This design comes from an exercise in tuning for small area on the open sky130 flow, not from production work. In this exercise RTL edits were held to simulation tests only and were not proved equivalent to the original. Power is estimated from default activity; no workload was simulated.

Setup of red:
==> module nvj_tpd, before the edit <==
module nvj_tpd #(
    parameter ID_MAX_BYTES = 10,
    parameter IDW          = 8 * ID_MAX_BYTES
) (
    input  wire           clk,
    input  wire           rst,
    input  wire           smp_valid,
    input  wire           smp_present,
    input  wire [3:0]     smp_len,
    input  wire [IDW-1:0] smp_id,
    output wire           ev_valid,
    output wire           ev_kind,
    output wire [3:0]     ev_len,
    output wire [IDW-1:0] ev_id,
    output wire           present,
    output reg            err_len
);
    reg           d_present;
    reg           d_ev;
    reg [3:0]     d_len;
    reg [IDW-1:0] d_id;
    wire len_ok = (smp_len != 4'd0) && (smp_len <= ID_MAX_BYTES);
    wire [ID_MAX_BYTES-1:0] below;
    genvar b;
    generate
        for (b = 0; b < ID_MAX_BYTES; b = b + 1) begin : g_below
            assign below[b] = (d_len > b);
        end
    endgenerate
    reg diff;
    integer k;
    always @(*) begin
        diff = (d_len != smp_len);
        for (k = 0; k < ID_MAX_BYTES; k = k + 1)
            if (below[k] && d_id[8*k +: 8] != smp_id[8*k +: 8]) diff = 1'b1;
    end
    wire load = smp_valid && smp_present && len_ok;
    always @(posedge clk) begin
        if (load) begin
            d_len <= smp_len;
            d_id  <= smp_id;
        end
    end
    always @(posedge clk) begin
        if (rst) begin
            d_present <= 1'b0;
            d_ev      <= 1'b0;
            err_len   <= 1'b0;
        end else begin
            d_ev <= smp_valid && (smp_present ? (len_ok && (!d_present || diff)) : d_present);
            if (smp_valid) begin
                if (!smp_present)  d_present <= 1'b0;
                else if (len_ok)   d_present <= 1'b1;
                else               err_len   <= 1'b1;
            end
        end
    end
    assign present  = d_present;
    assign ev_valid = d_ev;
    assign ev_kind  = d_ev && !d_present;
    assign ev_len   = d_ev ? d_len : 4'd0;
    generate
        for (b = 0; b < ID_MAX_BYTES; b = b + 1) begin : g_out
            wire en = d_ev && below[b];
            assign ev_id[8*b +: 8] = en ? d_id[8*b +: 8] : 8'h00;
        end
    endgenerate
endmodule
clock: 10.0 ns
lec_check: 0
cap_margin: 20
core_margin: 2
core_utilization: 40
place_density: 0.6
slew_margin: 20
standard.sh (not shown) runs the stock make flow with config.mk's settings and CLKGATE_MAP_FILE= SYNTH_SCRIPT=/design/flow/synth_recipe.tcl, a recipe that flattens the netlist after the stock synthesis.
==> flow/flow/run.sh <==
#!/bin/bash
set -euo pipefail
bash standard.sh \
  "BUFFER_PORTS_ARGS=-buffer_cell sky130_fd_sc_hd__buf_1" \
  "CTS_ARGS=-sink_clustering_enable -repair_clock_nets -dont_use_dummy_load -buf_list {sky130_fd_sc_hd__clkbuf_8} -sink_clustering_size 50 -sink_clustering_max_diameter 100" \
  finish > standard.log 2>&1
> inputs changed (red -> blue)
-- flow/design.v --
<<< red, line 132
    reg [IDW-1:0] d_id;
    wire len_ok = (smp_len != 4'd0) && (smp_len <= ID_MAX_BYTES);
    wire [ID_MAX_BYTES-1:0] below;
    genvar b;
    generate
        for (b = 0; b < ID_MAX_BYTES; b = b + 1) begin : g_below
            assign below[b] = (d_len > b);
        end
    endgenerate
    reg diff;
    integer k;
>>> blue, line 132
    reg [IDW-1:0] d_id;
    wire len_ok = (smp_len != 4'd0) && (smp_len <= ID_MAX_BYTES);
    wire [3:0] l = d_len;
    wire [ID_MAX_BYTES-1:0] below;
    assign below[0] = 1'b1;
    assign below[1] = l[3] | l[2] | l[1];
    assign below[2] = l[3] | l[2] | (l[1] & l[0]);
    assign below[3] = l[3] | l[2];
    assign below[4] = l[3] | (l[2] & (l[1] | l[0]));
    assign below[5] = l[3] | (l[2] & l[1]);
    assign below[6] = l[3] | (l[2] & l[1] & l[0]);
    assign below[7] = l[3];
    assign below[8] = l[3] & (l[1] | l[0]);
    assign below[9] = l[3] & l[1];
    reg diff;
    integer k;
<<< red, line 171
    assign ev_kind  = d_ev && !d_present;
    assign ev_len   = d_ev ? d_len : 4'd0;
    generate
        for (b = 0; b < ID_MAX_BYTES; b = b + 1) begin : g_out
>>> blue, line 176
    assign ev_kind  = d_ev && !d_present;
    assign ev_len   = d_ev ? d_len : 4'd0;
    genvar b;
    generate
        for (b = 0; b < ID_MAX_BYTES; b = b + 1) begin : g_out
## What came out
blue finished every step from synthesis to the final layout, and the layout passed the timing, design-rule and antenna checks.
Across both runs, final standard cell count with taps included and fillers excluded was lower for blue than for red.
Looking at red and blue, the power consumed by combinational cells is a wash.
From red to blue the numbers moved as follows: maximum frequency went down by 0.0080 GHz; sequential cell count was more or less identical; synthesized area per cell went up by 0.28 um^2; shortest period the worst path allows went up by 0.39 ns.
Higher met2 usage in global routing was reported by red, not blue.
On combinational power share: between red and blue, it ends up higher for red.
Taking red as the reference, in blue utilization down 0.32 points; worst setup slack saw a decrease; routed wire length saw a decrease.
Measured against each other, red and blue differ in non-clock inverter total of the final layout, the lower figure coming from blue.
The run showing the smaller design area is blue.

==> re-timing with driven ports <==
No port has a modelled driver above. Below, the same layouts with a new extraction and two added sets of constraints. Step 1 (the two cells are an assumption about what drives the block):
set clk [get_ports {clk}]
set_driving_cell -lib_cell sky130_fd_sc_hd__clkbuf_16 $clk
set_driving_cell -lib_cell sky130_fd_sc_hd__buf_2 [delete_from_list [all_inputs] $clk]
Step 2, shift: input delay + t, output delay - t, t = (earliest + latest rising clock arrival at the registers) / 2. This alone moves slack from input paths to output paths. Three values: ideal, step 1, step 2; two values: the first two.
run | t (ns) | setup slack, ns | worst setup path at the end | clock arrival spread, ns
red | 0.398 | 3.195 / 3.157 / 3.555 | register to output | 0.026 / 0.026
blue | 0.401 | 2.802 / 2.764 / 3.165 | register to output | 0.030 / 0.030
After both steps setup and hold are still met in every run listed.
